This is an optimization exercise on Yosys and OpenROAD, whose aim is small area, a short achievable clock period and few clock cycles, not a production implementation. Function was checked by simulation only, so behaviour that the tests miss may differ from the original. Power and IR drop assume default switching activity.

## design/flow/config.mk

```make
export PLATFORM = sky130hd
export DESIGN_NAME = tpx3_codec
export DESIGN_NICKNAME = tpx3_codec
export VERILOG_FILES = /design/flow/design.v
export SDC_FILE = /design/flow/constraint.sdc
export NUM_CORES = 4
export LEC_CHECK = 0
export CAP_MARGIN = 20
export CORE_MARGIN = 2
export CORE_UTILIZATION = 40
export PLACE_DENSITY = 0.6
export SETUP_SLACK_MARGIN = 4.5
export SLEW_MARGIN = 20
```

## design/flow/constraint.sdc

```tcl
create_clock -name core_clock -period 8.0 [get_ports {clk}]
set_input_delay 1.6000 -clock core_clock [delete_from_list [all_inputs] [get_ports {clk}]]
set_output_delay 1.6000 -clock core_clock [all_outputs]
set_load 0.01 [all_outputs]
```

## design/flow/design.v

```verilog
module tpx3_codec (
    input  wire        clk,
    input  wire        rst,
    input  wire        in_valid,
    output wire        in_ready,
    input  wire [7:0]  in_op,
    input  wire [47:0] in_a,
    input  wire [31:0] in_b,
    input  wire [31:0] in_c,
    input  wire [31:0] in_d,
    output wire        out_valid,
    input  wire        out_ready,
    output wire [47:0] out_res,
    output wire        out_err,
    output wire        out_amb
);
    localparam [7:0] OP_ADDR_ENC  = 8'h01;
    localparam [7:0] OP_ADDR_DEC  = 8'h02;
    localparam [7:0] OP_LFSR_STEP = 8'h08;
    localparam [7:0] OP_ENC_TOA   = 8'h10;
    localparam [7:0] OP_DEC_TOA   = 8'h11;
    localparam [7:0] OP_ENC_FTOA  = 8'h12;
    localparam [7:0] OP_DEC_FTOA  = 8'h13;
    localparam [7:0] OP_ENC_TOT   = 8'h14;
    localparam [7:0] OP_DEC_TOT   = 8'h15;
    localparam [7:0] OP_ENC_PC10  = 8'h18;
    localparam [7:0] OP_DEC_PC10  = 8'h19;
    localparam [7:0] OP_PKT_ASM   = 8'h40;
    localparam [7:0] OP_PKT_DIS   = 8'h41;
    localparam [7:0] OP_HIT_DEC   = 8'h43;
    localparam [9:0] TOT_OVV  = 10'h1FF;
    reg        s1_vld, s2_vld, s3_vld;
    reg [47:0] s1_res, s2_res, s3_res;            
    reg        s1_err, s2_err, s3_err;
    reg        s1_amb, s2_amb, s3_amb;
    reg        s4_vld;
    reg [47:0] s4_res;
    reg        s4_err, s4_amb;
    reg        s1_enc, s2_enc, s3_enc;            
    reg        s1_dlo, s2_dlo, s3_dlo;            
    reg        s1_dhi, s2_dhi, s3_dhi;            
    reg        s1_glo, s1_ghi;                    
    reg        s1_erb;                            
    wire       s1_ref = s1_err | s1_erb;          
    wire       s1_cod = s1_enc | s1_dlo | s1_dhi;
    reg        s2_cod;       
    reg [9:0]  s2_y;         
    reg [4:0]  s2_r, s3_r;   
    wire en = !s4_vld || out_ready;       
    assign in_ready  = en;
    assign out_valid = s4_vld;
    assign out_res   = s4_res;
    assign out_err   = s4_err;
    assign out_amb   = s4_amb;
    function [13:0] gray2bin(input [13:0] g);
        integer i;
        begin
            gray2bin[13] = g[13];
            for (i = 12; i >= 0; i = i - 1)
                gray2bin[i] = gray2bin[i + 1] ^ g[i];
        end
    endfunction
    wire [7:0]  op = in_op;
    wire [47:0] a  = in_a;
    wire [31:0] b  = in_b;
    wire [31:0] c  = in_c;
    wire [31:0] d  = in_d;
    wire a_hi4  = |a[47:4];
    wire a_hi8  = |a[47:8];
    wire a_hi10 = |a[47:10];
    wire a_hi14 = |a[47:14];
    wire a_hi16 = |a[47:16];
    wire hdr_ok = (a[47:44] == 4'b1010);
    wire [7:0]  t1 = c[7:0];
    wire [7:0]  t2 = c[15:8];
    wire [7:0]  t3 = c[23:16];
    wire [7:0]  t4 = c[31:24];
    wire        four = (|t3) && (|t4);
    wire        step_width_bad = (|b[31:5]) || (b[4:0] == 5'd0) || (b[4] && (|b[3:0]));
    wire        tb1 = (|t1[7:4]) || (!b[4] && (t1[3:0] >= b[3:0]));
    wire        tb2 = (|t2[7:4]) || (!b[4] && (t2[3:0] >= b[3:0]));
    wire        tb3 = (|t3[7:4]) || (!b[4] && (t3[3:0] >= b[3:0]));
    wire        tb4 = (|t4[7:4]) || (!b[4] && (t4[3:0] >= b[3:0]));
    wire        step_taps_bad = tb1 || tb2 || (four && (tb3 || tb4));
    reg  [15:0] step_mask;       
    integer     mi;
    always @* begin
        for (mi = 0; mi < 16; mi = mi + 1)
            step_mask[mi] = b[4] || (mi < b[3:0]);
    end
    wire        step_reg_bad = a_hi16 || (|(a[15:0] & ~step_mask));
    wire [15:0] sreg = a[15:0];
    wire        step_fb = sreg[t1[3:0]] ^ sreg[t2[3:0]] ^
                          (four ? (sreg[t3[3:0]] ^ sreg[t4[3:0]]) : 1'b0);
    wire [15:0] step_out = ({sreg[14:0], 1'b0} & step_mask) | {15'd0, step_fb};
    reg [47:0] c_res;
    reg        c_err, c_erb, c_amb;    
    reg        c_enc, c_dlo, c_dhi;
    reg        c_glo, c_ghi;
    always @* begin
        c_res = 48'd0;
        c_err = 1'b0;
        c_erb = 1'b0;
        c_amb = 1'b0;
        c_enc = 1'b0;
        c_dlo = 1'b0;
        c_dhi = 1'b0;
        c_glo = 1'b0;
        c_ghi = 1'b0;
        case (op)
            OP_ADDR_ENC: begin
                c_err       = a_hi8 || (|b[31:8]);
                c_res[15:0] = {a[7:1], b[7:2], a[0], b[1:0]};
            end
            OP_ADDR_DEC: begin
                c_err       = a_hi16;
                c_res[15:0] = {a[15:9], a[2], a[8:3], a[1:0]};
            end
            OP_LFSR_STEP: begin
                c_err       = step_width_bad || step_taps_bad || step_reg_bad;
                c_res[15:0] = step_out;
            end
            OP_ENC_TOA: begin
                c_err       = a_hi14;
                c_res[13:0] = a[13:0] ^ {1'b0, a[13:1]};
            end
            OP_DEC_TOA: begin
                c_err       = a_hi14;
                c_res[13:0] = a[13:0];
                c_glo       = 1'b1;
            end
            OP_ENC_FTOA: begin
                c_res[3:0] = a_hi4 ? 4'd15 : a[3:0];
            end
            OP_DEC_FTOA: begin
                c_err      = a_hi4;
                c_res[3:0] = a[3:0];
            end
            OP_ENC_TOT, OP_ENC_PC10: begin
                if (a_hi10 || a[9:1] == 9'h1FF) c_res[9:0] = TOT_OVV;
                else begin
                    c_enc        = 1'b1;
                    c_res[13:4]  = a[9:0];
                end
            end
            OP_DEC_TOT, OP_DEC_PC10: begin
                c_erb       = a_hi10;
                c_amb       = (a[9:0] == 10'd0);
                c_dlo       = !c_amb;
                c_res[13:4] = a[9:0];
            end
            OP_PKT_ASM: begin
                c_erb = a_hi16 || (|b[31:14]) || (|c[31:10]) || (|d[31:4]);
                c_res = {4'b1010, a[15:0], b[13:0], c[9:0], d[3:0]};
            end
            OP_PKT_DIS: begin
                c_erb = !hdr_ok;
                c_res = {4'd0, a[43:0]};
            end
            OP_HIT_DEC: begin
                c_erb = (|b[31:1]) || d[0] || !hdr_ok;
                c_res = {4'd0, a[43:37], a[30], a[36:31], a[29:28],
                         a[27:14], a[13:4], a[3:0]};
                c_ghi = c[0];
                c_amb = !b[0] && (a[13:4] == 10'd0);
                c_dhi = !b[0] && c[0] && !c_amb;    
            end
            default: c_erb = 1'b1;
        endcase
    end
    always @(posedge clk) begin
        if (rst) begin
            s1_vld <= 1'b0;
            s2_vld <= 1'b0;
            s3_vld <= 1'b0;
            s4_vld <= 1'b0;
        end else begin
            if (en) begin
                s1_vld <= in_valid;
                s2_vld <= s1_vld;
                s3_vld <= s2_vld;
                s4_vld <= s3_vld;
            end
        end
    end
    always @(posedge clk) begin
        if (en) begin
            s1_res <= c_res;  s1_err <= c_err;  s1_erb <= c_erb;  s1_amb <= c_amb;
            s1_enc <= c_enc;  s1_dlo <= c_dlo;  s1_dhi <= c_dhi;
            s1_glo <= c_glo;  s1_ghi <= c_ghi;
            s2_res <= b_res;  s2_err <= s1_ref; s2_amb <= s1_amb & ~s1_ref;
            s2_enc <= s1_enc; s2_dlo <= s1_dlo & ~s1_ref; s2_dhi <= s1_dhi & ~s1_ref;
            s2_cod <= (s1_enc | s1_dlo | s1_dhi) & ~s1_ref;
            s2_y   <= b_y;    s2_r   <= b_r;
            s3_res <= c_res3; s3_err <= s2_err; s3_amb <= s2_amb;
            s3_enc <= s2_enc; s3_dlo <= s2_dlo; s3_dhi <= s2_dhi;
            s3_r   <= s2_r;
            s4_res <= d_res;  s4_err <= s3_err; s4_amb <= s3_amb;
        end
    end
    wire [13:0] gsrc = s1_ghi ? s1_res[27:14] : s1_res[13:0];
    wire [13:0] gbin = gray2bin(gsrc);
    wire [47:0] b_res = s1_ref ? 48'd0 :
                        {s1_res[47:28],
                         s1_ghi ? gbin : s1_res[27:14],
                         s1_cod ? b_x  : s1_glo ? gbin[13:4] : s1_res[13:4],
                         s1_glo ? gbin[3:0] : s1_res[3:0]};
    wire [9:0]  s1_v = s1_res[13:4];
    wire [9:0]  fa = {s1_v[6:0], s1_v[9:7]};    
    wire [4:0]  pk;                                
    assign pk[0] = (fa[0] & (fa[1] ^ fa[3] ^ fa[7] ^ fa[9])) ^ (fa[1] & (1'b1 ^ fa[2] ^ fa[4])) ^ (fa[2] & (fa[4] ^ fa[5] ^ fa[6])) ^ (fa[3] & (1'b1 ^ fa[4] ^ fa[6] ^ fa[8])) ^ (fa[4] & (fa[5] ^ fa[7] ^ fa[8] ^ fa[9])) ^ (fa[5] & (1'b1 ^ fa[6] ^ fa[7])) ^ (fa[6] & (1'b1 ^ fa[8] ^ fa[9])) ^ (fa[7] & (fa[9])) ^ fa[8];
    assign pk[1] = (fa[0] & (fa[1] ^ fa[2] ^ fa[6] ^ fa[8])) ^ (fa[1] & (fa[2] ^ fa[4] ^ fa[8])) ^ (fa[2] & (1'b1 ^ fa[3] ^ fa[5])) ^ (fa[3] & (fa[5] ^ fa[6] ^ fa[7])) ^ (fa[4] & (1'b1 ^ fa[5] ^ fa[7] ^ fa[9])) ^ (fa[5] & (fa[6] ^ fa[8] ^ fa[9])) ^ (fa[6] & (1'b1 ^ fa[7] ^ fa[8])) ^ (fa[7] & (1'b1 ^ fa[9])) ^ fa[9];
    assign pk[2] = (fa[0] & (fa[1] ^ fa[3] ^ fa[5] ^ fa[8])) ^ (fa[1] & (1'b1 ^ fa[3] ^ fa[4] ^ fa[6] ^ fa[7] ^ fa[8])) ^ (fa[2] & (fa[6] ^ fa[7] ^ fa[8])) ^ (fa[3] & (fa[5] ^ fa[6] ^ fa[9])) ^ fa[4] ^ (fa[5] & (1'b1 ^ fa[6] ^ fa[7] ^ fa[9])) ^ (fa[6] & (1'b1 ^ fa[7] ^ fa[8])) ^ fa[7] ^ fa[8];
    assign pk[3] = (fa[0] & (1'b1 ^ fa[2] ^ fa[3] ^ fa[6] ^ fa[8] ^ fa[9])) ^ (fa[1] & (fa[2] ^ fa[3] ^ fa[5] ^ fa[8])) ^ (fa[2] & (fa[7] ^ fa[9])) ^ (fa[3] & (fa[4] ^ fa[5] ^ fa[8] ^ fa[9])) ^ (fa[4] & (fa[6] ^ fa[7] ^ fa[9])) ^ (fa[5] & (1'b1 ^ fa[6] ^ fa[7])) ^ (fa[6] & (1'b1 ^ fa[7] ^ fa[9])) ^ (fa[8] & (fa[9])) ^ fa[9];
    assign pk[4] = (fa[0] & (fa[1] ^ fa[2] ^ fa[4] ^ fa[7] ^ fa[9])) ^ (fa[1] & (fa[6] ^ fa[8] ^ fa[9])) ^ (fa[2] & (fa[3] ^ fa[4] ^ fa[7] ^ fa[8] ^ fa[9])) ^ (fa[3] & (fa[5] ^ fa[6] ^ fa[8] ^ fa[9])) ^ (fa[4] & (1'b1 ^ fa[5] ^ fa[6] ^ fa[9])) ^ (fa[5] & (1'b1 ^ fa[6] ^ fa[8] ^ fa[9])) ^ (fa[7] & (fa[8])) ^ fa[8];
    wire [4:0]  elo_k = s1_v[4:0];
    wire [9:0]  elo;                               
    assign elo[0] = (~elo_k[0] & elo_k[4]) | (elo_k[0] & elo_k[1] & elo_k[3]) | (~elo_k[0] & elo_k[1] & elo_k[2]) | (elo_k[0] & elo_k[2] & elo_k[3]) | (~elo_k[1] & elo_k[2] & ~elo_k[3] & ~elo_k[4]) | (~elo_k[0] & elo_k[1] & ~elo_k[3]);
    assign elo[1] = (elo_k[0] & elo_k[4]) | (~elo_k[0] & elo_k[2] & elo_k[3]) | (elo_k[1] & elo_k[2] & ~elo_k[4]) | (~elo_k[0] & ~elo_k[1] & ~elo_k[2] & ~elo_k[3]) | (elo_k[0] & elo_k[1] & ~elo_k[3]) | (elo_k[0] & elo_k[2] & ~elo_k[3]);
    assign elo[2] = (~elo_k[0] & elo_k[4]) | (elo_k[0] & elo_k[2] & elo_k[3]) | (~elo_k[0] & elo_k[2] & ~elo_k[3]) | (elo_k[0] & ~elo_k[1] & ~elo_k[2] & ~elo_k[3]) | (~elo_k[0] & ~elo_k[1] & ~elo_k[2] & elo_k[3]) | (elo_k[0] & elo_k[1] & elo_k[2] & ~elo_k[4]);
    assign elo[3] = (~elo_k[0] & elo_k[2] & ~elo_k[3]) | (~elo_k[1] & ~elo_k[2] & elo_k[3]) | (elo_k[0] & ~elo_k[3] & elo_k[4]) | (elo_k[0] & elo_k[3] & ~elo_k[4]) | (elo_k[1] & elo_k[2] & ~elo_k[3]) | (~elo_k[0] & ~elo_k[1] & elo_k[2] & elo_k[4]) | (~elo_k[0] & ~elo_k[2] & elo_k[3] & elo_k[4]);
    assign elo[4] = (~elo_k[0] & ~elo_k[1] & ~elo_k[2]) | (elo_k[0] & elo_k[2] & ~elo_k[3]) | (~elo_k[0] & elo_k[3] & ~elo_k[4]) | (~elo_k[0] & ~elo_k[3] & elo_k[4]) | (~elo_k[2] & elo_k[3] & elo_k[4]) | (~elo_k[1] & ~elo_k[2] & elo_k[3]) | (elo_k[0] & ~elo_k[1] & elo_k[2] & elo_k[4]);
    assign elo[5] = (~elo_k[2] & elo_k[3]) | (elo_k[0] & ~elo_k[3] & elo_k[4]) | (~elo_k[1] & ~elo_k[2] & ~elo_k[4]) | (elo_k[0] & elo_k[3] & ~elo_k[4]) | (~elo_k[0] & elo_k[3] & elo_k[4]) | (~elo_k[0] & elo_k[1] & elo_k[2] & ~elo_k[3]);
    assign elo[6] = (~elo_k[0] & elo_k[1] & ~elo_k[2]) | (elo_k[0] & ~elo_k[2] & elo_k[3]) | (~elo_k[0] & ~elo_k[1] & elo_k[4]) | (elo_k[0] & elo_k[3] & elo_k[4]) | (elo_k[0] & elo_k[1] & elo_k[2] & ~elo_k[3]) | (~elo_k[0] & elo_k[2] & elo_k[3] & ~elo_k[4]) | (~elo_k[1] & ~elo_k[2] & ~elo_k[3] & ~elo_k[4]) | (~elo_k[0] & ~elo_k[3] & elo_k[4]);
    assign elo[7] = (elo_k[0] & elo_k[1] & ~elo_k[2]) | (~elo_k[0] & ~elo_k[1] & elo_k[3]) | (elo_k[0] & ~elo_k[1] & elo_k[4]) | (~elo_k[0] & ~elo_k[2] & elo_k[3]) | (elo_k[0] & elo_k[2] & elo_k[3] & ~elo_k[4]) | (elo_k[0] & ~elo_k[2] & ~elo_k[3]) | (elo_k[1] & ~elo_k[2] & ~elo_k[4]) | (elo_k[0] & ~elo_k[3] & elo_k[4]) | (~elo_k[0] & elo_k[3] & elo_k[4]);
    assign elo[8] = (~elo_k[0] & elo_k[4]) | (elo_k[3] & elo_k[4]) | (~elo_k[0] & ~elo_k[1] & elo_k[2]) | (elo_k[0] & ~elo_k[1] & elo_k[3]) | (~elo_k[0] & ~elo_k[2] & ~elo_k[3]) | (elo_k[0] & elo_k[1] & ~elo_k[2] & ~elo_k[4]) | (~elo_k[0] & elo_k[2] & elo_k[3]);
    assign elo[9] = (elo_k[2] & elo_k[3]) | (elo_k[0] & elo_k[4]) | (elo_k[0] & ~elo_k[1] & ~elo_k[3]) | (~elo_k[0] & elo_k[1] & elo_k[3]) | (elo_k[0] & ~elo_k[2] & ~elo_k[3]) | (~elo_k[1] & elo_k[2] & ~elo_k[4]);
    wire [9:0]  b_x = s1_enc ? elo : fa;
    wire [5:0]  t6k = {s1_enc, s1_enc ? s1_v[9:5] : pk};
    wire [4:0]  b_r;
    wire [9:0]  b_y;
    assign b_r[0] = (t6k[0] & ~t6k[1] & ~t6k[2]) | (t6k[0] & ~t6k[1] & t6k[3]) | (t6k[0] & ~t6k[2] & ~t6k[4]) | (~t6k[0] & t6k[1] & ~t6k[2] & t6k[3]) | (~t6k[0] & ~t6k[1] & ~t6k[3] & t6k[4]) | (t6k[0] & ~t6k[1] & ~t6k[4]) | (t6k[0] & t6k[2] & t6k[3] & t6k[4]) | (~t6k[0] & t6k[1] & t6k[2] & ~t6k[3] & ~t6k[4]);
    assign b_r[1] = (t6k[1] & t6k[2] & ~t6k[4]) | (~t6k[0] & ~t6k[1] & ~t6k[3]) | (~t6k[2] & ~t6k[3] & ~t6k[4]) | (~t6k[0] & t6k[1] & ~t6k[2] & t6k[4]) | (~t6k[0] & t6k[1] & t6k[2] & t6k[3]) | (t6k[0] & ~t6k[1] & ~t6k[2] & ~t6k[4]) | (t6k[1] & ~t6k[2] & t6k[3] & t6k[4]);
    assign b_r[2] = (t6k[0] & ~t6k[1] & ~t6k[3]) | (~t6k[2] & t6k[3] & ~t6k[4]) | (~t6k[1] & t6k[2] & ~t6k[3]) | (~t6k[0] & t6k[1] & ~t6k[2] & ~t6k[3]) | (~t6k[0] & ~t6k[1] & ~t6k[4]) | (t6k[0] & t6k[2] & ~t6k[3] & t6k[4]) | (~t6k[0] & t6k[1] & t6k[2] & t6k[3] & t6k[4]);
    assign b_r[3] = (~t6k[0] & t6k[2] & t6k[3]) | (t6k[0] & ~t6k[2] & t6k[4]) | (~t6k[1] & ~t6k[2] & ~t6k[3]) | (t6k[1] & t6k[3] & t6k[4]) | (~t6k[0] & ~t6k[1] & ~t6k[2] & ~t6k[4]) | (t6k[0] & ~t6k[1] & ~t6k[3] & ~t6k[4]) | (~t6k[0] & ~t6k[2] & ~t6k[3] & ~t6k[4]);
    assign b_r[4] = (~t6k[0] & ~t6k[1] & t6k[2]) | (t6k[0] & ~t6k[1] & t6k[4]) | (~t6k[0] & t6k[2] & ~t6k[3]) | (~t6k[0] & t6k[1] & ~t6k[2] & t6k[3]) | (~t6k[0] & t6k[2] & t6k[4]) | (t6k[0] & ~t6k[2] & t6k[3] & t6k[4]) | (t6k[0] & t6k[1] & t6k[2] & t6k[3] & ~t6k[4]);
    assign b_y[0] = (t6k[0] & t6k[1] & ~t6k[2] & ~t6k[3]) | (~t6k[0] & ~t6k[1] & t6k[2] & ~t6k[3]) | (t6k[0] & t6k[1] & t6k[2] & t6k[3]) | (~t6k[0] & t6k[1] & t6k[2] & ~t6k[4]) | (t6k[0] & ~t6k[1] & ~t6k[3] & t6k[5]) | (~t6k[2] & t6k[3] & t6k[4] & ~t6k[5]) | (~t6k[0] & ~t6k[1] & t6k[2] & t6k[4]) | (~t6k[0] & t6k[1] & t6k[3] & ~t6k[4]) | (t6k[0] & ~t6k[1] & t6k[4] & t6k[5]) | (~t6k[1] & t6k[2] & ~t6k[3] & t6k[4]) | (~t6k[0] & ~t6k[1] & t6k[2] & t6k[5]) | (t6k[0] & t6k[2] & t6k[4] & t6k[5]) | (t6k[1] & t6k[2] & ~t6k[4] & ~t6k[5]) | (~t6k[1] & ~t6k[3] & t6k[4] & t6k[5]) | (t6k[0] & t6k[2] & t6k[3] & ~t6k[4] & ~t6k[5]);
    assign b_y[1] = (t6k[0] & ~t6k[4] & t6k[5]) | (~t6k[0] & ~t6k[1] & t6k[2] & t6k[4]) | (t6k[0] & ~t6k[1] & t6k[3] & ~t6k[5]) | (~t6k[0] & t6k[2] & t6k[3] & t6k[5]) | (~t6k[1] & ~t6k[2] & ~t6k[3] & t6k[5]) | (t6k[0] & t6k[1] & t6k[2] & ~t6k[4]) | (t6k[0] & t6k[3] & t6k[4] & ~t6k[5]) | (~t6k[0] & t6k[1] & ~t6k[2] & t6k[4] & t6k[5]) | (~t6k[0] & t6k[2] & ~t6k[3] & ~t6k[4] & ~t6k[5]) | (~t6k[0] & t6k[2] & t6k[3] & t6k[4]) | (~t6k[1] & t6k[2] & t6k[4] & ~t6k[5]) | (~t6k[1] & t6k[3] & t6k[4] & ~t6k[5]) | (t6k[0] & t6k[1] & ~t6k[2] & t6k[4] & ~t6k[5]) | (~t6k[0] & t6k[1] & ~t6k[2] & t6k[3] & ~t6k[4] & ~t6k[5]);
    assign b_y[2] = (~t6k[0] & t6k[1] & t6k[2] & ~t6k[3]) | (~t6k[0] & t6k[2] & t6k[3] & t6k[4]) | (t6k[0] & ~t6k[1] & t6k[3] & ~t6k[5]) | (~t6k[0] & t6k[2] & ~t6k[3] & ~t6k[5]) | (t6k[0] & ~t6k[1] & t6k[4] & ~t6k[5]) | (t6k[1] & t6k[2] & t6k[4] & t6k[5]) | (t6k[0] & t6k[1] & ~t6k[2] & ~t6k[3] & t6k[4]) | (~t6k[0] & ~t6k[1] & ~t6k[2] & ~t6k[3] & t6k[5]) | (t6k[0] & ~t6k[1] & t6k[2] & ~t6k[3] & t6k[5]) | (t6k[0] & t6k[1] & ~t6k[2] & ~t6k[4] & t6k[5]) | (~t6k[0] & ~t6k[1] & t6k[3] & ~t6k[4] & t6k[5]) | (~t6k[1] & t6k[3] & t6k[4] & ~t6k[5]) | (~t6k[0] & t6k[1] & ~t6k[3] & t6k[4] & ~t6k[5]) | (t6k[0] & ~t6k[1] & ~t6k[3] & ~t6k[4] & t6k[5]) | (t6k[0] & t6k[2] & t6k[3] & ~t6k[4] & ~t6k[5]) | (~t6k[0] & t6k[1] & ~t6k[2] & t6k[3] & ~t6k[4] & ~t6k[5]);
    assign b_y[3] = (t6k[0] & ~t6k[2] & t6k[3]) | (t6k[0] & ~t6k[2] & ~t6k[5]) | (~t6k[0] & t6k[2] & ~t6k[3] & t6k[5]) | (~t6k[0] & t6k[1] & t6k[4] & ~t6k[5]) | (t6k[0] & t6k[1] & t6k[4] & t6k[5]) | (t6k[0] & ~t6k[1] & t6k[3] & ~t6k[4]) | (~t6k[1] & ~t6k[2] & t6k[3] & t6k[5]) | (t6k[0] & t6k[3] & t6k[4] & ~t6k[5]) | (~t6k[0] & t6k[1] & t6k[2] & t6k[3] & ~t6k[4]) | (t6k[1] & ~t6k[2] & t6k[3] & t6k[4]) | (t6k[0] & t6k[1] & t6k[3] & t6k[5]) | (t6k[0] & t6k[1] & ~t6k[3] & ~t6k[4] & ~t6k[5]) | (~t6k[0] & t6k[2] & t6k[3] & ~t6k[4] & ~t6k[5]);
    assign b_y[4] = (t6k[1] & t6k[3] & t6k[4]) | (t6k[1] & t6k[4] & ~t6k[5]) | (t6k[0] & ~t6k[1] & ~t6k[2] & ~t6k[3]) | (t6k[0] & t6k[1] & t6k[2] & ~t6k[3]) | (t6k[0] & ~t6k[2] & t6k[3] & ~t6k[5]) | (~t6k[0] & ~t6k[2] & t6k[3] & t6k[4]) | (~t6k[1] & ~t6k[2] & ~t6k[3] & t6k[5]) | (~t6k[0] & ~t6k[1] & t6k[2] & t6k[3] & ~t6k[5]) | (~t6k[0] & t6k[2] & ~t6k[3] & ~t6k[4] & t6k[5]) | (~t6k[0] & t6k[1] & ~t6k[2] & ~t6k[3] & ~t6k[5]) | (t6k[0] & ~t6k[1] & t6k[3] & ~t6k[4] & ~t6k[5]) | (t6k[0] & t6k[1] & ~t6k[3] & ~t6k[4] & t6k[5]);
    assign b_y[5] = (~t6k[0] & t6k[3] & t6k[4]) | (t6k[0] & ~t6k[2] & ~t6k[5]) | (~t6k[0] & ~t6k[2] & ~t6k[3] & ~t6k[4]) | (~t6k[0] & ~t6k[1] & t6k[2] & t6k[3]) | (t6k[0] & t6k[1] & ~t6k[2] & t6k[4]) | (~t6k[0] & ~t6k[1] & t6k[2] & t6k[4]) | (~t6k[0] & t6k[1] & t6k[3] & t6k[5]) | (t6k[0] & ~t6k[1] & ~t6k[4] & ~t6k[5]) | (t6k[1] & ~t6k[2] & ~t6k[3] & ~t6k[5]) | (~t6k[0] & t6k[2] & t6k[4] & t6k[5]) | (t6k[0] & t6k[1] & ~t6k[3] & t6k[4] & ~t6k[5]) | (~t6k[1] & t6k[2] & ~t6k[3] & t6k[4] & t6k[5]) | (t6k[0] & t6k[1] & t6k[2] & ~t6k[3] & ~t6k[4] & t6k[5]);
    assign b_y[6] = (~t6k[0] & ~t6k[1] & t6k[3] & t6k[4]) | (t6k[0] & ~t6k[2] & t6k[3] & ~t6k[5]) | (~t6k[0] & ~t6k[1] & t6k[2] & ~t6k[5]) | (~t6k[0] & t6k[3] & t6k[4] & ~t6k[5]) | (~t6k[0] & t6k[1] & ~t6k[2] & ~t6k[3] & t6k[4]) | (t6k[0] & t6k[1] & t6k[2] & ~t6k[3] & ~t6k[5]) | (t6k[1] & ~t6k[2] & ~t6k[3] & ~t6k[4] & ~t6k[5]) | (~t6k[1] & ~t6k[2] & t6k[3] & t6k[4]) | (~t6k[0] & ~t6k[1] & t6k[3] & ~t6k[5]) | (~t6k[0] & ~t6k[1] & t6k[2] & ~t6k[3] & ~t6k[4]) | (t6k[0] & t6k[1] & ~t6k[2] & t6k[3] & ~t6k[4]) | (t6k[0] & ~t6k[1] & ~t6k[2] & t6k[4] & ~t6k[5]) | (t6k[0] & t6k[2] & ~t6k[3] & ~t6k[4] & ~t6k[5]) | (~t6k[0] & t6k[1] & t6k[2] & t6k[3] & ~t6k[4] & t6k[5]) | (t6k[0] & t6k[1] & t6k[2] & t6k[3] & t6k[4] & t6k[5]);
    assign b_y[7] = (~t6k[0] & ~t6k[1] & t6k[2] & ~t6k[3]) | (~t6k[0] & t6k[1] & ~t6k[2] & t6k[3]) | (t6k[0] & t6k[1] & ~t6k[2] & ~t6k[4]) | (~t6k[1] & ~t6k[2] & ~t6k[3] & t6k[4]) | (~t6k[0] & t6k[1] & ~t6k[4] & t6k[5]) | (~t6k[1] & t6k[2] & ~t6k[4] & ~t6k[5]) | (~t6k[0] & ~t6k[2] & t6k[3] & ~t6k[4]) | (t6k[0] & t6k[1] & t6k[2] & ~t6k[3] & t6k[4]) | (t6k[0] & ~t6k[2] & t6k[3] & t6k[4] & ~t6k[5]) | (~t6k[0] & t6k[2] & t6k[3] & t6k[4] & ~t6k[5]) | (~t6k[1] & t6k[2] & ~t6k[3] & ~t6k[4]) | (t6k[0] & t6k[1] & t6k[2] & ~t6k[3] & ~t6k[5]) | (~t6k[0] & t6k[1] & ~t6k[2] & t6k[4] & ~t6k[5]);
    assign b_y[8] = (~t6k[0] & ~t6k[2] & t6k[3]) | (t6k[1] & t6k[2] & t6k[5]) | (~t6k[0] & ~t6k[1] & ~t6k[5]) | (~t6k[1] & ~t6k[2] & ~t6k[4] & t6k[5]) | (t6k[0] & t6k[1] & t6k[2] & ~t6k[3]) | (t6k[1] & ~t6k[2] & t6k[3] & ~t6k[4]) | (~t6k[1] & ~t6k[2] & t6k[3] & t6k[4]) | (~t6k[1] & ~t6k[3] & t6k[4] & ~t6k[5]) | (t6k[0] & ~t6k[1] & t6k[2] & t6k[3] & ~t6k[4]) | (~t6k[0] & t6k[1] & t6k[3] & ~t6k[4]) | (t6k[1] & ~t6k[2] & t6k[3] & ~t6k[5]) | (t6k[0] & t6k[1] & ~t6k[2] & ~t6k[4] & ~t6k[5]) | (t6k[0] & t6k[1] & ~t6k[3] & t6k[4] & t6k[5]);
    assign b_y[9] = (~t6k[3] & t6k[4] & t6k[5]) | (~t6k[0] & ~t6k[1] & ~t6k[3]) | (~t6k[0] & t6k[1] & t6k[3] & ~t6k[4]) | (~t6k[2] & t6k[3] & t6k[4] & ~t6k[5]) | (t6k[0] & t6k[1] & t6k[2] & t6k[4]) | (~t6k[1] & ~t6k[2] & ~t6k[4] & t6k[5]) | (~t6k[0] & ~t6k[1] & t6k[2] & ~t6k[5]) | (t6k[0] & t6k[1] & ~t6k[3] & ~t6k[4] & ~t6k[5]) | (t6k[0] & t6k[2] & ~t6k[3] & t6k[4]) | (~t6k[0] & t6k[2] & ~t6k[4] & ~t6k[5]) | (t6k[0] & t6k[1] & t6k[2] & t6k[3] & t6k[5]) | (~t6k[1] & t6k[2] & t6k[3] & ~t6k[4] & ~t6k[5]);
    wire [9:0]  s2_x = s2_res[13:4];
    wire [9:0]  c_p;
    wire s2_x_s2_y_d0 = (s2_x[0] & s2_y[0]);
    wire s2_x_s2_y_d1 = (s2_x[0] & s2_y[1]) ^ (s2_x[1] & s2_y[0]);
    wire s2_x_s2_y_d2 = (s2_x[0] & s2_y[2]) ^ (s2_x[1] & s2_y[1]) ^ (s2_x[2] & s2_y[0]);
    wire s2_x_s2_y_d3 = (s2_x[0] & s2_y[3]) ^ (s2_x[1] & s2_y[2]) ^ (s2_x[2] & s2_y[1]) ^ (s2_x[3] & s2_y[0]);
    wire s2_x_s2_y_d4 = (s2_x[0] & s2_y[4]) ^ (s2_x[1] & s2_y[3]) ^ (s2_x[2] & s2_y[2]) ^ (s2_x[3] & s2_y[1]) ^ (s2_x[4] & s2_y[0]);
    wire s2_x_s2_y_d5 = (s2_x[0] & s2_y[5]) ^ (s2_x[1] & s2_y[4]) ^ (s2_x[2] & s2_y[3]) ^ (s2_x[3] & s2_y[2]) ^ (s2_x[4] & s2_y[1]) ^ (s2_x[5] & s2_y[0]);
    wire s2_x_s2_y_d6 = (s2_x[0] & s2_y[6]) ^ (s2_x[1] & s2_y[5]) ^ (s2_x[2] & s2_y[4]) ^ (s2_x[3] & s2_y[3]) ^ (s2_x[4] & s2_y[2]) ^ (s2_x[5] & s2_y[1]) ^ (s2_x[6] & s2_y[0]);
    wire s2_x_s2_y_d7 = (s2_x[0] & s2_y[7]) ^ (s2_x[1] & s2_y[6]) ^ (s2_x[2] & s2_y[5]) ^ (s2_x[3] & s2_y[4]) ^ (s2_x[4] & s2_y[3]) ^ (s2_x[5] & s2_y[2]) ^ (s2_x[6] & s2_y[1]) ^ (s2_x[7] & s2_y[0]);
    wire s2_x_s2_y_d8 = (s2_x[0] & s2_y[8]) ^ (s2_x[1] & s2_y[7]) ^ (s2_x[2] & s2_y[6]) ^ (s2_x[3] & s2_y[5]) ^ (s2_x[4] & s2_y[4]) ^ (s2_x[5] & s2_y[3]) ^ (s2_x[6] & s2_y[2]) ^ (s2_x[7] & s2_y[1]) ^ (s2_x[8] & s2_y[0]);
    wire s2_x_s2_y_d9 = (s2_x[0] & s2_y[9]) ^ (s2_x[1] & s2_y[8]) ^ (s2_x[2] & s2_y[7]) ^ (s2_x[3] & s2_y[6]) ^ (s2_x[4] & s2_y[5]) ^ (s2_x[5] & s2_y[4]) ^ (s2_x[6] & s2_y[3]) ^ (s2_x[7] & s2_y[2]) ^ (s2_x[8] & s2_y[1]) ^ (s2_x[9] & s2_y[0]);
    wire s2_x_s2_y_d10 = (s2_x[1] & s2_y[9]) ^ (s2_x[2] & s2_y[8]) ^ (s2_x[3] & s2_y[7]) ^ (s2_x[4] & s2_y[6]) ^ (s2_x[5] & s2_y[5]) ^ (s2_x[6] & s2_y[4]) ^ (s2_x[7] & s2_y[3]) ^ (s2_x[8] & s2_y[2]) ^ (s2_x[9] & s2_y[1]);
    wire s2_x_s2_y_d11 = (s2_x[2] & s2_y[9]) ^ (s2_x[3] & s2_y[8]) ^ (s2_x[4] & s2_y[7]) ^ (s2_x[5] & s2_y[6]) ^ (s2_x[6] & s2_y[5]) ^ (s2_x[7] & s2_y[4]) ^ (s2_x[8] & s2_y[3]) ^ (s2_x[9] & s2_y[2]);
    wire s2_x_s2_y_d12 = (s2_x[3] & s2_y[9]) ^ (s2_x[4] & s2_y[8]) ^ (s2_x[5] & s2_y[7]) ^ (s2_x[6] & s2_y[6]) ^ (s2_x[7] & s2_y[5]) ^ (s2_x[8] & s2_y[4]) ^ (s2_x[9] & s2_y[3]);
    wire s2_x_s2_y_d13 = (s2_x[4] & s2_y[9]) ^ (s2_x[5] & s2_y[8]) ^ (s2_x[6] & s2_y[7]) ^ (s2_x[7] & s2_y[6]) ^ (s2_x[8] & s2_y[5]) ^ (s2_x[9] & s2_y[4]);
    wire s2_x_s2_y_d14 = (s2_x[5] & s2_y[9]) ^ (s2_x[6] & s2_y[8]) ^ (s2_x[7] & s2_y[7]) ^ (s2_x[8] & s2_y[6]) ^ (s2_x[9] & s2_y[5]);
    wire s2_x_s2_y_d15 = (s2_x[6] & s2_y[9]) ^ (s2_x[7] & s2_y[8]) ^ (s2_x[8] & s2_y[7]) ^ (s2_x[9] & s2_y[6]);
    wire s2_x_s2_y_d16 = (s2_x[7] & s2_y[9]) ^ (s2_x[8] & s2_y[8]) ^ (s2_x[9] & s2_y[7]);
    wire s2_x_s2_y_d17 = (s2_x[8] & s2_y[9]) ^ (s2_x[9] & s2_y[8]);
    wire s2_x_s2_y_d18 = (s2_x[9] & s2_y[9]);
    assign c_p[0] = s2_x_s2_y_d0 ^ s2_x_s2_y_d10 ^ s2_x_s2_y_d17;
    assign c_p[1] = s2_x_s2_y_d1 ^ s2_x_s2_y_d11 ^ s2_x_s2_y_d18;
    assign c_p[2] = s2_x_s2_y_d2 ^ s2_x_s2_y_d12;
    assign c_p[3] = s2_x_s2_y_d3 ^ s2_x_s2_y_d10 ^ s2_x_s2_y_d13 ^ s2_x_s2_y_d17;
    assign c_p[4] = s2_x_s2_y_d4 ^ s2_x_s2_y_d11 ^ s2_x_s2_y_d14 ^ s2_x_s2_y_d18;
    assign c_p[5] = s2_x_s2_y_d5 ^ s2_x_s2_y_d12 ^ s2_x_s2_y_d15;
    assign c_p[6] = s2_x_s2_y_d6 ^ s2_x_s2_y_d13 ^ s2_x_s2_y_d16;
    assign c_p[7] = s2_x_s2_y_d7 ^ s2_x_s2_y_d14 ^ s2_x_s2_y_d17;
    assign c_p[8] = s2_x_s2_y_d8 ^ s2_x_s2_y_d15 ^ s2_x_s2_y_d18;
    assign c_p[9] = s2_x_s2_y_d9 ^ s2_x_s2_y_d16;
    wire [9:0]  ecnt = {c_p[2:0], c_p[9:3]};     
    wire        c_e  = s2_cod & s2_enc;
    wire [47:0] c_res3 = {s2_res[47:14],
                          c_e ? {4'd0, ecnt[9:4]} : s2_cod ? c_p : s2_res[13:4],
                          c_e ? ecnt[3:0] : s2_res[3:0]};
    wire [9:0]  s3_p = s3_res[13:4];
    wire [6:0]  t2k = {s3_p[8], s3_p[7], s3_p[6], s3_p[4], s3_p[2], s3_p[1], s3_p[0]};
    wire [9:0]  u;                                 
    assign u[0] = (t2k[3] & ~t2k[4] & t2k[6]) | (t2k[0] & ~t2k[2] & t2k[4] & ~t2k[5]) | (t2k[3] & ~t2k[5] & ~t2k[6]) | (t2k[0] & t2k[4] & ~t2k[6]) | (~t2k[1] & ~t2k[4] & t2k[6]) | (~t2k[0] & t2k[1] & ~t2k[2] & t2k[4] & t2k[5]);
    assign u[1] = (~t2k[0] & ~t2k[3] & t2k[5]) | (~t2k[0] & t2k[2] & ~t2k[5]) | (~t2k[0] & ~t2k[1] & ~t2k[2] & t2k[6]) | (~t2k[0] & t2k[1] & ~t2k[4] & t2k[5]) | (t2k[0] & ~t2k[1] & ~t2k[3]) | (t2k[0] & ~t2k[4] & ~t2k[5]);
    assign u[2] = (t2k[2] & t2k[4]) | (~t2k[4] & ~t2k[5] & ~t2k[6]) | (~t2k[1] & t2k[2]) | (~t2k[0] & ~t2k[1] & t2k[4] & t2k[5]) | (~t2k[0] & t2k[2] & t2k[5]) | (t2k[0] & t2k[3] & ~t2k[5]);
    assign u[3] = (~t2k[1] & t2k[4] & ~t2k[5]) | (t2k[1] & ~t2k[4] & t2k[6]) | (~t2k[3] & ~t2k[5] & ~t2k[6]) | (~t2k[2] & ~t2k[3] & t2k[4] & t2k[5]) | (t2k[0] & t2k[1] & t2k[3]) | (~t2k[0] & ~t2k[1] & t2k[2] & t2k[5]);
    assign u[4] = (~t2k[0] & ~t2k[3] & t2k[5]) | (t2k[0] & t2k[5] & t2k[6]) | (~t2k[0] & t2k[1] & ~t2k[4] & ~t2k[5]) | (~t2k[0] & t2k[2] & ~t2k[4] & t2k[5]) | (~t2k[1] & ~t2k[4] & ~t2k[6]) | (t2k[1] & ~t2k[2] & t2k[4] & t2k[5]);
    assign u[5] = (~t2k[0] & ~t2k[3] & t2k[4]) | (t2k[1] & ~t2k[3] & ~t2k[4]) | (~t2k[1] & t2k[4] & t2k[5]) | (t2k[2] & t2k[4] & t2k[6]) | (~t2k[0] & t2k[5] & ~t2k[6]) | (t2k[0] & ~t2k[2] & ~t2k[3] & t2k[5]);
    assign u[6] = (t2k[0] & t2k[5]) | (t2k[0] & t2k[1] & t2k[4]) | (~t2k[0] & ~t2k[2] & ~t2k[5] & ~t2k[6]) | (t2k[1] & t2k[3] & t2k[4] & t2k[5]) | (t2k[0] & t2k[3]) | (~t2k[1] & t2k[2] & t2k[5]);
    assign u[7] = (~t2k[2] & ~t2k[4] & t2k[5]) | (~t2k[3] & t2k[4] & ~t2k[5]) | (t2k[0] & ~t2k[2] & t2k[5]) | (t2k[0] & t2k[2] & ~t2k[4]) | (t2k[1] & ~t2k[2] & t2k[5]) | (~t2k[0] & t2k[1] & t2k[2] & ~t2k[5]);
    assign u[8] = (t2k[3] & t2k[4] & t2k[5]) | (t2k[5] & ~t2k[6]) | (~t2k[1] & ~t2k[2] & ~t2k[4]) | (~t2k[1] & ~t2k[4] & ~t2k[5]) | (t2k[2] & ~t2k[3]) | (t2k[1] & t2k[3] & ~t2k[6]) | (t2k[1] & ~t2k[3] & ~t2k[5] & t2k[6]);
    assign u[9] = (t2k[0] & ~t2k[5]) | (t2k[4] & ~t2k[6]) | (t2k[1] & t2k[5] & ~t2k[6]) | (~t2k[1] & ~t2k[5] & t2k[6]) | (~t2k[0] & ~t2k[1] & ~t2k[2] & t2k[3]) | (~t2k[0] & t2k[2] & t2k[3] & t2k[4]);
    wire [4:0]  ag = u[4:0] & s3_r;
    wire [4:0]  ap = u[4:0] ^ s3_r;
    wire [5:0]  ac;
    assign ac[0] = 1'b0;
    assign ac[1] = ag[0];
    assign ac[2] = ag[1] | (ap[1] & ag[0]);
    assign ac[3] = ag[2] | (ap[2] & ag[1]) | (ap[2] & ap[1] & ag[0]);
    assign ac[4] = ag[3] | (ap[3] & ag[2]) | (ap[3] & ap[2] & ag[1]) | (ap[3] & ap[2] & ap[1] & ag[0]);
    assign ac[5] = ag[4] | (ap[4] & ac[4]);
    wire [4:0]  uhi1 = u[9:5] ^ {&u[8:5], &u[7:5], &u[6:5], u[5], 1'b1};
    wire [9:0]  dcnt = {ac[5] ? uhi1 : u[9:5], ap ^ ac[4:0]};
    wire [47:0] d_res = {s3_res[47:14],
                         s3_dhi ? dcnt : s3_dlo ? {4'd0, dcnt[9:4]} : s3_res[13:4],
                         s3_dlo ? dcnt[3:0] : s3_res[3:0]};
endmodule
```

## design/flow/flow/run.sh

```bash
#!/bin/bash
# The standard layout (standard.sh), except that the port buffers are
# buf_2 cells and timing repair may resize any cell to any size, not only to
# cells of the same footprint.  make's full output goes to make.log.
set -euo pipefail
bash standard.sh MATCH_CELL_FOOTPRINT=0 \
    "BUFFER_PORTS_ARGS=-buffer_cell sky130_fd_sc_hd__buf_2" finish > make.log 2>&1
```

## design/flow/standard.sh

```bash
#!/bin/bash
# synth_recipe.tcl (not shown) runs the flow's synth.tcl, then flattens the netlist and writes it again
# the make line also repeats each setting of config.mk as NAME=value (left out here)
make -C /OpenROAD-flow-scripts/flow DESIGN_CONFIG=/design/flow/config.mk WORK_HOME=/design/flow/orfs CLKGATE_MAP_FILE= SYNTH_SCRIPT=/design/flow/synth_recipe.tcl "${@:-finish}"
```

==> results of run 1 <==
synthesized netlist by cell type (7+ instances only):
master,n,share of area (%)
edfxtp_1,220,41
nand2_1,216,5.0
nor2_1,121,2.8
xnor2_1,116,6.3
a21oi_1,104,3.2
clkbuf_1,99,2.3
o21ai_0,76,2.3
inv_1,55,1.3
ha_1,53,4.1
xor2_1,48,2.6
nand3_1,35,1.1
nor4_1,29,1.1
and2_1,26,1.0
mux2i_1,26,1.6
a22o_1,24,1.3
nor3_1,23,0.71
a211oi_1,20,0.93
a22oi_1,20,0.93
buf_2,20,0.62
mux4_2,20,2.8
a222oi_1,19,1.2
nor2b_1,17,0.66
a31oi_1,16,0.62
nand4_1,16,0.62
o211ai_1,16,0.74
mux2_2,14,0.97
nand2b_1,13,0.50
o22ai_1,13,0.50
a221oi_1,11,0.59
a21o_1,9,0.42
buf_4,9,0.42
o21ai_1,9,0.28
o31ai_1,9,0.42
xnor3_1,9,1.2
or3_1,7,0.27
layer usage:
layer	global-route usage, %	vias to the layer above
li1	-	6645
met1	32.3	6855
met2	37.5	687
met3	3.22	100
met4	6.37	0
met5	0	-
cell type report:
cell class / instances / area [um^2] / share of cell area (%)
timing repair buffer: 324 / 2140 / 10.7
inverter: 60 / 250 / 1.25
multi-input combinational: 1260 / 9300 / 46.6
tap: 525 / 657 / 3.29
clock inverter: 17 / 253 / 1.27
sequential: 224 / 6690 / 33.5
clock buffer: 29 / 662 / 3.32
cell families after synthesis:
logic type      count (synthesis)
flops                         224
xor+xnor                      182
compound gates                414
fa+ha+maj                      55
simple gates                  540
buf+inv                       194
mux                            61
other cells                     1
sequential cells by signal, summed over array words and instances, names as in the netlist, 5 cells and up:
name,count
s3_res,45
s1_res,45
s2_y,10
s3_r,5
s2_r,5
s2_res,45
s4_res,45
worst max-delay path, cell delays in order:
cell	delay (ns)
buf_8	0.09
nand2b_4	0.15
buf_6	0.13
power breakdown:
group	switching (mW)	leakage (nW)	internal, mW
Sequential	0.114	2.66	1.37
Combinational	0.536	4.87	0.416
Clock	0.480	0.444	0.765
Total	1.13	7.97	2.55
repair_timing:
item / in CTS / in global routing
pin swaps: 17 / 29
resized for setup: 58 / 85
setup buffers: 58 / 36
endpoints found under the setup margin: 29 / 28
cloned: 11 / 2
stage by stage:
step	utilization, %	instance area (um^2)
3_3_place_gp	43.8	17500
6_report	50.0	19900
2_1_floorplan	-	16300
4_1_cts	48.2	19200
3_5_place_dp	43.8	17500
5_1_grt	50.0	19900
layout by cell type, fill, tap and decap left out, types with 7 or more instances in the layout:
cell       count
a211oi_1      20
a21o_1         7
a21oi_1       94
a21oi_2       10
a221oi_1      10
a222oi_1      19
a22o_1        24
a22oi_1       17
a31oi_1       15
and2_1        25
buf_12         7
buf_2        202
buf_4         96
buf_6          9
clkbuf_16     30
edfxtp_1     220
ha_1          49
inv_1         52
mux2_2        13
mux2i_1       24
mux4_2        20
nand2_1      206
nand2b_1      12
nand3_1       31
nand4_1       16
nor2_1       114
nor2b_1       15
nor3_1        20
nor4_1        28
o211ai_1      16
o21ai_0       74
o21ai_1       10
o22ai_1       12
o31ai_1        9
or3_1          7
xnor2_1      110
xnor2_2        8
xor2_1        46
worst max-delay path by stage:
stage                   startpoint           endpoint  slack [ns]  depth (start not counted)
6_report                 out_ready           in_ready        4.42                          3
5_1_grt        s1_res[9]$_DFFE_PP_  s2_y[4]$_DFFE_PP_        4.39                         11
4_1_cts                  out_ready           in_ready        4.42                          3
3_5_place_dp   s1_res[6]$_DFFE_PP_  s2_y[1]$_DFFE_PP_        3.43                         13
3_3_place_gp   s1_res[6]$_DFFE_PP_  s2_y[4]$_DFFE_PP_        3.51                         13
2_1_floorplan            out_ready           in_ready        4.05                          2
==> results_dict.tcl, run 1 <==
set metrics [dict create \
    drt-pass1-iter-count 8 \
    fill_cells 3580 \
    avgSynthCellArea_um2 9.71 \
    ys_ff_latch 224 \
    synthMuxAreaShare_pct 5.44 \
    min_period_ns 3.58 \
    grt_max_degree 89 \
    status "timing/DRC/antenna clean" \
    drt-total-wl_um 49900 \
    synth_edf_count 220 \
    cp-end-kind "output port" \
    area_growth_pct 22.9 \
    clock_latency_ns 0.55 \
    synth_top_family_by_area "compound AO/OA/AOI/OAI gates" \
    wl_met3_um 4340 \
    io_pins 208 \
    wl_per_cell_um 20.5 \
    wl_met2_um 23200 \
    setup_viol 0 \
    vias_per_cell 5.86 \
    cts_tree "yes" \
    cts-root-buf "clkbuf_16" \
    numCtsBuffers 26 \
    worst_slack_ns 4.42 \
    whs_ns 0.408 \
    drt-met1-wl_um 21100 \
    drt_iter0_markers 1816 \
    grtUsageTotal_pct 23.1 \
    seq_area_frac_synth_pct 41.2 \
    post-place-ws_ns 3.43 \
    max_freq_mhz 279 \
    grt_pass1_wl_um 76900 \
    io_buffers 205 \
    rsz0062_at_grt "yes" \
    layout.cells.non_filler 2439 \
    yosys.area_share.simple_pct 15.5 \
    gp_congestion 0.908 \
    syn-cell-area_mm2 0.0162 \
    dieHeight_um 205 \
    clockBufferDepth 3 \
    min_to "s4_res[18]$_DFFE_PP_" \
    synthCells 1671 \
    period_share_pct 44.8 \
    clkSinkCount 224 \
    vias 14300 \
    r2r-end "s2_y[4]$_DFFE_PP_" \
    reg2reg_depth 13 \
    die_w_um 205 \
    synth-adder-area-share_pct 4.33 \
    core_mm2 0.0399 \
    synthXorXnorAreaFrac_pct 11.3 \
    leakagePower_nw 7.97 \
    start_util_pct 40.7 \
    grt_pass1_vias 13400 \
    drc 0 \
    topRoutingLayerUsed "met4" \
    die-area_mm2 0.0422 \
    nets 2107 \
    htreeDepth 1 \
    drv_slew 0 \
    critPathKind "in -> out" \
    min_from "s3_res[18]$_DFFE_PP_" \
    hpwlAfterDp_um 32500 \
    yosys_warnings 1 \
    min_path_cells 0 \
    hold_path_class "reg -> reg" \
    cp.arrival_ns 1.98 \
    synth-compound-area-share_pct 17.3 \
    yosys_most_used_dff "edfxtp_1" \
    ff2ff_setup_slack_ns 4.48 \
    synthArstFlopShare_pct 0 \
    final_antenna_net_count 0 \
    yosysUniqueCellTypes 87 \
    hold_buffers 0 \
    antenna_cells 0 \
    drive_above_1_share_pct 27.2 \
    cts.clk_slew.worst_paths_ns 0.06 \
    placementRows 73 \
    drv_cap 0 \
    grt_overflow 0 \
    p_per_area_mw_per_mm2 185 \
    r2r-start "s1_res[9]$_DFFE_PP_" \
    peakVddDrop_uv 141 \
    path_max_fanout 2 \
    power_mw 3.68 \
    cp-start-kind "primary input" \
    tightest_slew_ns 0.909 \
    finalHoldViolations 0 \
    finClkSkew_ns 0.0189 \
    antenna_found_initial 0 \
    worstPathRequired_ns 6.40 \
    fin_setup_tns_ns 0 \
    slew-limit-headroom_pct 39.4 \
    dp.cells 2286 \
]
Testbench counts, summed over its fixed seeds: cycles 1,632.
==> run 2: changes to the inputs <==
--- a/design/flow/config.mk
+++ b/design/flow/config.mk
@@ -8,6 +8,7 @@
 export CAP_MARGIN = 20
 export CORE_MARGIN = 2
 export CORE_UTILIZATION = 40
+export CTS_BUF_LIST = sky130_fd_sc_hd__clkbuf_4 sky130_fd_sc_hd__clkbuf_8
 export PLACE_DENSITY = 0.6
 export SETUP_SLACK_MARGIN = 4.5
 export SLEW_MARGIN = 20
==> results_dict.tcl, run 2 <==
set metrics [dict create \
    status "timing/DRC/antenna clean" \
    ys_ff_latch 224 \
    power_mw 3.37 \
    yosysUniqueCellTypes 87 \
    yosys_most_used_dff "edfxtp_1" \
    hold_buffers 0 \
    drt-met1-wl_um 21200 \
    nets 2094 \
    drv_cap 0 \
    drc 0 \
    worstPathRequired_ns 6.40 \
    start_util_pct 40.7 \
    htreeDepth 2 \
    core_mm2 0.0399 \
    grt_max_degree 89 \
    wl_per_cell_um 20.3 \
    min_period_ns 3.58 \
    io_pins 208 \
    rsz0062_at_grt "yes" \
    placementRows 73 \
    cp-start-kind "primary input" \
    p_per_area_mw_per_mm2 173 \
    clock_latency_ns 0.56 \
    drt_iter0_markers 1707 \
    syn-cell-area_mm2 0.0162 \
    wl_met2_um 22900 \
    drt-pass1-iter-count 8 \
    gp_congestion 0.908 \
    drv_slew 0 \
    area_growth_pct 20.2 \
    setup_viol 0 \
    max_freq_mhz 279 \
    final_antenna_net_count 0 \
    wl_met3_um 4180 \
    synth_most_common_cell "edfxtp_1" \
    tightest_slew_ns 0.885 \
    final_util_pct 48.9 \
    critPathKind "in -> out" \
    peakVddDrop_uv 102 \
    yosysTopAreaCellShare_pct 40.7 \
    finClkSkew_ns 0.0377 \
    synth_edf_count 220 \
    cp-end-kind "output port" \
    seq_area_frac_synth_pct 41.2 \
    path_max_fanout 2 \
    leakagePower_nw 7.78 \
    clkSinkCount 224 \
    vias_per_cell 5.86 \
    grt_overflow 0 \
    synth_area_leaders "edfxtp_1 41%, xnor2_1 6.3%, nand2_1 5.0%, ha_1 4.1%, a21oi_1 3.2%" \
    fin_setup_tns_ns 0 \
    hold_path_class "reg -> reg" \
    synthCells 1671 \
    synthArstFlopShare_pct 0 \
    drive_above_1_share_pct 26.5 \
    layout_commonest_cell "edfxtp_1" \
    period_share_pct 44.8 \
    hpwlAfterDp_um 32500 \
    cts-root-buf "clkbuf_8" \
    clockBufferDepth 3 \
    vias 14300 \
    cp.arrival_ns 1.98 \
    cts_tree "yes" \
    slew-limit-headroom_pct 41.0 \
    synth_top_area_cell "edfxtp_1" \
    grtUsageTotal_pct 23.1 \
    finalHoldViolations 0 \
    antenna_found_initial 0 \
    die_w_um 205 \
    numCtsBuffers 37 \
    antenna_cells 0 \
    synth_common_cells "220 x edfxtp_1, 216 x nand2_1, 121 x nor2_1" \
    avgSynthCellArea_um2 9.71 \
    fill_cells 3640 \
    io_buffers 205 \
    grt_pass1_vias 13400 \
    grt_pass1_wl_um 76700 \
    dieHeight_um 205 \
    cts.clk_slew.worst_paths_ns 0.06 \
    drt-total-wl_um 49500 \
    die-area_mm2 0.0422 \
    yosys_warnings 1 \
    final_cell_mix "220 x edfxtp_1, 208 x nand2_1, 202 x buf_2, 113 x nor2_1, 112 x xnor2_1" \
    topRoutingLayerUsed "met4" \
]
[run 2: cell types whose count changed in the layout (fill, tap and decap cells not counted), moves of 4 or more]
cell       delta
a21oi_1       +4
a21oi_2       -4
buf_4        -23
bufinv_16     -5
clkbuf_16    -27
clkbuf_4     +15
clkbuf_8     +39
[run 2: area by class of cell]
type	instances	area, um^2	area share [%]
Multi-Input combinational cell	1260	9240	47.4
Sequential cell	224	6690	34.3
Timing Repair Buffer	300	1940	9.97
Tap cell	525	657	3.37
Clock buffer	54	649	3.33
Inverter	60	248	1.27
Clock inverter	13	80.1	0.410
[run 2: routing by layer]
| metal | vias up | track usage (%) |
|---|---|---|
| met2 | 721 | 37.1 |
| met4 | 0 | 6.47 |
| met5 | - | 0 |
| met3 | 116 | 3.14 |
| met1 | 6813 | 32.7 |
| li1 | 6621 | - |
[run 2: worst paths after layout]
kind,start,end,slack (ns),cells after the start
hold / removal,s2_res[22]$_SDFFCE_PP0P_,s3_res[22]$_DFFE_PP_,0.41,0
setup / recovery,out_ready,in_ready,4.42,3
setup reg to reg,s1_res[8]$_DFFE_PP_,s2_y[4]$_DFFE_PP_,4.45,11
hold reg to reg,s2_res[22]$_SDFFCE_PP0P_,s3_res[22]$_DFFE_PP_,0.41,0
[run 2: repair_timing]
action | 4_1_cts | 5_1_grt
gates cloned | 10 | 0
setup buffers | 56 | 17
endpoints found under the setup margin | 29 | 26
pin swaps | 12 | 31
resized for setup | 52 | 75
[run 2: logic make-up (layout without fill, tap and decap cells)]
| family | Yosys count | in the layout | synth area share (%) |
|---|---|---|---|
| adder cells (fa/ha/maj) | 55 | 55 | 4.33 |
| AO/OA/AOI/OAI | 414 | 416 | 17.3 |
| multiplexers | 61 | 61 | 5.44 |
| other | 1 | 2 | 0.0231 |
| XOR/XNOR | 182 | 182 | 11.3 |
| flip-flops | 224 | 224 | 41.2 |
| AND/OR/NAND/NOR | 540 | 544 | 15.5 |
| buffers and inverters | 194 | 427 | 4.90 |
[run 2: per-stage QoR]
| step | hold slack [ns] | std cells | instance area [um^2] | worst slack, ns |
|---|---|---|---|---|
| floorplan | 0.400 | 1672 | 16300 | 4.05 |
| global placement | 0.402 | 2286 | 17500 | 3.51 |
| detailed placement | 0.405 | 2286 | 17500 | 3.43 |
| CTS | 0.398 | 2419 | 19000 | 4.42 |
| global route | 0.408 | 2436 | 19500 | 4.33 |
| finish | 0.407 | 2436 | 19500 | 4.42 |
[run 2: worst max-delay path, cell delays in order]
cell      delay (ns)
buf_8           0.09
nand2b_4        0.15
buf_6           0.13
[run 2: power by group]
group	switching [mW]	internal (mW)
registers	0.114	1.37
clock network	0.450	0.529
logic	0.519	0.387
total	1.08	2.29

static timing again, ports no longer ideal:
The results above use ideal ports. As a check the final layouts listed here were re-extracted and re-timed, cells and wires unchanged.
Step 1, drivers: a clkbuf_16 drives clk and a buf_2 each remaining input, both assumed.
Step 2 also shifts input and output timing later by t, the mid clock arrival at the registers, as if the neighbouring blocks saw the same clock.
Slacks: ideal / step 1 / step 2; pairs: ideal / step 1.
| run | shift t [ns] | slack for setup (ns) | hold WS [ns] |
|---|---|---|---|
| run 1 | 0.589 | 4.417 / 4.378 / 3.959 | 0.408 / 0.408 / 0.408 |
| run 2 | 0.585 | 4.417 / 4.378 / 3.957 | 0.407 / 0.407 / 0.407 |
After both steps every run listed still meets setup and hold. For run 2, which loses most, drivers alone change the setup slack by -0.039 ns; drivers and shift together by -0.460 ns.
